Background: an optimization exercise with open tools, aiming at small area, a short achievable clock period and few clock cycles per item. Do not read the settings as production practice.
RTL that was checked went through simulation tests only; none was proved equivalent to the original.
Power is estimated from default activity; no workload was simulated.

// modbus_engine
module modbus_engine #(
    parameter N_COIL    = 64,
    parameter N_DI      = 32,
    parameter N_HR      = 32,
    parameter N_IR      = 16,
    parameter BASE_COIL = 16'h0010,
    parameter BASE_DI   = 16'h0200,
    parameter BASE_HR   = 16'h0100,
    parameter BASE_IR   = 16'h0300,
    parameter EXC_ADDR  = 8'h02
) (
    input  wire               clk,
    input  wire               rst,
    input  wire               rx_valid,
    input  wire [7:0]         rx_data,
    output wire               rx_ready,
    output wire               tx_valid,
    output wire [7:0]         tx_data,
    output wire               tx_last,
    input  wire               tx_ready,
    input  wire [N_DI-1:0]    di_in,
    input  wire [16*N_IR-1:0] ir_in
);
export LEC_CHECK = 0
export CAP_MARGIN = 20
export CORE_MARGIN = 2
export CORE_UTILIZATION = 50
export PLACE_DENSITY = 0.6
export SLEW_MARGIN = 20
create_clock -name core_clock -period 12.0 [get_ports {clk}]
run.sh (not shown) runs the stock make flow with config.mk's settings and CLKGATE_MAP_FILE= SYNTH_SCRIPT=/design/flow/synth_recipe.tcl, a recipe that flattens the netlist after the stock synthesis.
Edit:
==> flow/flow/run.sh (new file) <==
#!/bin/bash
# The standard layout; only the port buffer cell is chosen here (buf_2
# instead of the buffer ORFS picks by default). Every tool's output goes to
# standard.log in this folder.
export BUFFER_PORTS_ARGS="-buffer_cell sky130_fd_sc_hd__buf_2"
bash standard.sh > standard.log 2>&1
==> flow/standard.sh (new file) <==
#!/bin/bash
# synth_recipe.tcl (not shown) runs the flow's synth.tcl, then flattens the netlist and writes it again
# the make line also repeats each setting of config.mk as NAME=value (left out here)
make -C /OpenROAD-flow-scripts/flow DESIGN_CONFIG=/design/flow/config.mk WORK_HOME=/design/flow/orfs CLKGATE_MAP_FILE= SYNTH_SCRIPT=/design/flow/synth_recipe.tcl "${@:-finish}"
- CAP_MARGIN: 20 -> 60
- SLEW_MARGIN: 20 -> 60
removed: flow/run.sh
Effect: The changed run produced a clean layout. Global-route usage goes up by 0.67 points. Via count goes up by 1.7%. Combinational power stays flat.
No run of this note included a check of the RTL's function; only the layout flow was run.

* * *

## middle
Another version of the RTL of modbus_engine (not shown whole).
Size: roughly 3400 cells after synthesis, roughly 930 flip-flops, ~310 I/O pins.
clock: 12.0 ns
lec_check: 0
cap_margin: 60
core_margin: 2
core_utilization: 50
cts_cluster_diameter: 80
cts_cluster_size: 32
place_density: 0.6
slew_margin: 60
standard.sh (not shown) runs the stock make flow with config.mk's settings and CLKGATE_MAP_FILE= SYNTH_SCRIPT=/design/flow/synth_recipe.tcl, a recipe that flattens the netlist after the stock synthesis.
==> flow/flow/run.sh <==
#!/bin/bash
# The standard layout; only the port buffer cell is chosen here (buf_2
# instead of the buffer ORFS picks by default). Every tool's output goes to
# standard.log in this folder.
export BUFFER_PORTS_ARGS="-buffer_cell sky130_fd_sc_hd__buf_2"
bash standard.sh > standard.log 2>&1
middle finished end to end and its layout was clean on timing, DRC and antenna.
Testbench counts of middle, summed over its fixed seeds: cycles 64,209, items 3,200.
### middle -> north
- CORE_UTILIZATION now 45, was 50
- CTS_CLUSTER_DIAMETER now 70, was 80
- CTS_CLUSTER_SIZE now 30, was 32
Findings:
north ends up with higher non-clock buffer count than middle does.
Looking at sequential share of layout area, north sits below middle.
Detailed placement HPWL (north over middle): decrease, 6.6%
Going from middle to north, clock tree buffer count of the final layout grew by more than 10%.
north reports a higher final area than middle does.
Detailed-routing wirelength on met1 sits lower in north than in middle.

* * *

modbus_engine, a different RTL version from the one above (not shown whole).
Size: ~3300 cells after synthesis, ~920 flip-flops, about 45000 um^2 of cells after synthesis.
==> flow/config.mk <==
export PLATFORM = sky130hd
export DESIGN_NAME = modbus_engine
export DESIGN_NICKNAME = modbus_engine
export VERILOG_FILES = /design/flow/design.v
export SDC_FILE = /design/flow/constraint.sdc
export NUM_CORES = 4
export LEC_CHECK = 0
export CAP_MARGIN = 80
export CORE_MARGIN = 2
export CORE_UTILIZATION = 50
export PLACE_DENSITY = 0.6
export SLEW_MARGIN = 80
==> flow/constraint.sdc <==
create_clock -name core_clock -period 12.0 [get_ports {clk}]
set_input_delay 2.4000 -clock core_clock [delete_from_list [all_inputs] [get_ports {clk}]]
set_output_delay 2.4000 -clock core_clock [all_outputs]
set_load 0.01 [all_outputs]
Scripts as last shown in full above: flow/flow/run.sh
The starting point finished with timing, DRC and antenna clean.
Rerun with:
- CAP_MARGIN: 80 -> 60
- CTS_CLUSTER_DIAMETER: unset -> 50
- CTS_CLUSTER_SIZE: unset -> 24
- SLEW_MARGIN: 80 -> 60
What happened: Synthesized area is unchanged. Global-route usage is lower by 0.59 points. Power goes up by 4.3%. Cell area is lower by 5.8%.
Function was not checked in any run of this note: the RTL went through the layout flow alone.

* * *

modbus_engine, a different RTL version from the one above (not shown whole).
Size in the first run: ~3,400 cells after synthesis, ~950 flip-flops, about 310 I/O pins.
Settings: LEC_CHECK=0, CAP_MARGIN=60, CORE_MARGIN=2, CORE_UTILIZATION=60, CTS_CLUSTER_DIAMETER=70, CTS_CLUSTER_SIZE=30, PLACE_DENSITY=0.7, SLEW_MARGIN=60; clock period 12.0 ns.
Scripts as last shown in full above: flow/flow/run.sh
The first run ran to the end with no violations.
Testbench counts at the start, summed over its fixed seeds: cycles 64,209, items 3,200.
Next try:
--- a/flow/config.mk
+++ b/flow/config.mk
@@ -10 +10 @@
-export CORE_UTILIZATION = 60
+export CORE_UTILIZATION = 50
@@ -13 +13 @@
-export PLACE_DENSITY = 0.7
+export PLACE_DENSITY = 0.6
What happened: Global-route usage shrinks by 8.4 points. Register-to-register slack got worse by 0.03 ns. Hold slack improved by 0.0089 ns.

* * *

Another version of the RTL of modbus_engine (not shown whole).
Size: roughly 3400 cells after synthesis, ~940 flip-flops, ~0.046 sq mm of cells after synthesis.
clock: 12.0 ns
lec_check: 0
cap_margin: 60
core_margin: 2
core_utilization: 60
cts_cluster_diameter: 70
cts_cluster_size: 30
place_density: 0.7
slew_margin: 60
Scripts as last shown in full above: flow/flow/run.sh
==> next run, changes <==
CORE_UTILIZATION = 50   (was 60)
PLACE_DENSITY = 0.6   (was 0.7)
Effect: Core utilization goes down by 11 points; synthesized cell count does not change; setup slack is worse by 0.015 ns; synthesized area does not change; count of clock-buffer cells in the layout goes down by 1.
Function was not checked in any run of this note: the RTL went through the layout flow alone.

afterwards: timing with drivers on the ports:
In the flow no input, the clock included, has a driving cell. The finished layouts below were timed again as built, in two steps.
Step 1 sets driving cells, clkbuf_16 on the clock port and buf_2 on the other inputs (assumed; they add their load-dependent delay and slew).
Step 2 adds t to the input delays and takes it off the output delays; t is the mean of the earliest and latest rising clock arrival at the registers after step 1. Input paths then give back, and output paths get back, about the clock's delay inside the block.
Three values: no drivers, after step 1, after step 2; two values: the first two.
| run | t, ns | setup slack, ns | clock arrival spread, ns | worst data-port slew with drivers (ns) |
|---|---|---|---|---|
| the first run of note 1 | 0.740 | 7.030 / 7.072 / 6.332 | 0.053 / 0.052 | 0.18 |
| the second run of note 1 | 0.736 | 7.794 / 7.835 / 7.099 | 0.077 / 0.077 | 0.13 |
| middle | 0.704 | 8.243 / 8.287 / 7.584 | 0.048 / 0.047 | 0.18 |
| north | 0.774 | 8.186 / 8.235 / 7.461 | 0.036 / 0.036 | 0.18 |
| the first run of note 3 | 0.760 | 8.133 / 8.110 / 7.570 | 0.073 / 0.073 | 0.12 |
| the second run of note 3 | 0.738 | 7.855 / 7.865 / 7.126 | 0.052 / 0.053 | 0.11 |
| the first run of note 4 | 0.712 | 8.081 / 8.101 / 7.390 | 0.080 / 0.079 | 0.16 |
| the second run of note 4 | 0.745 | 8.253 / 8.287 / 7.553 | 0.048 / 0.048 | 0.19 |
| the first run of note 5 | 0.702 | 8.093 / 8.124 / 7.433 | 0.043 / 0.042 | 0.13 |
| the second run of note 5 | 0.748 | 8.077 / 8.119 / 7.372 | 0.064 / 0.065 | 0.18 |
After both steps setup and hold are still met in every run listed. The setup slack of the second run of note 3, which loses most, moves by +0.010 ns with the drivers and by -0.729 ns with both steps.
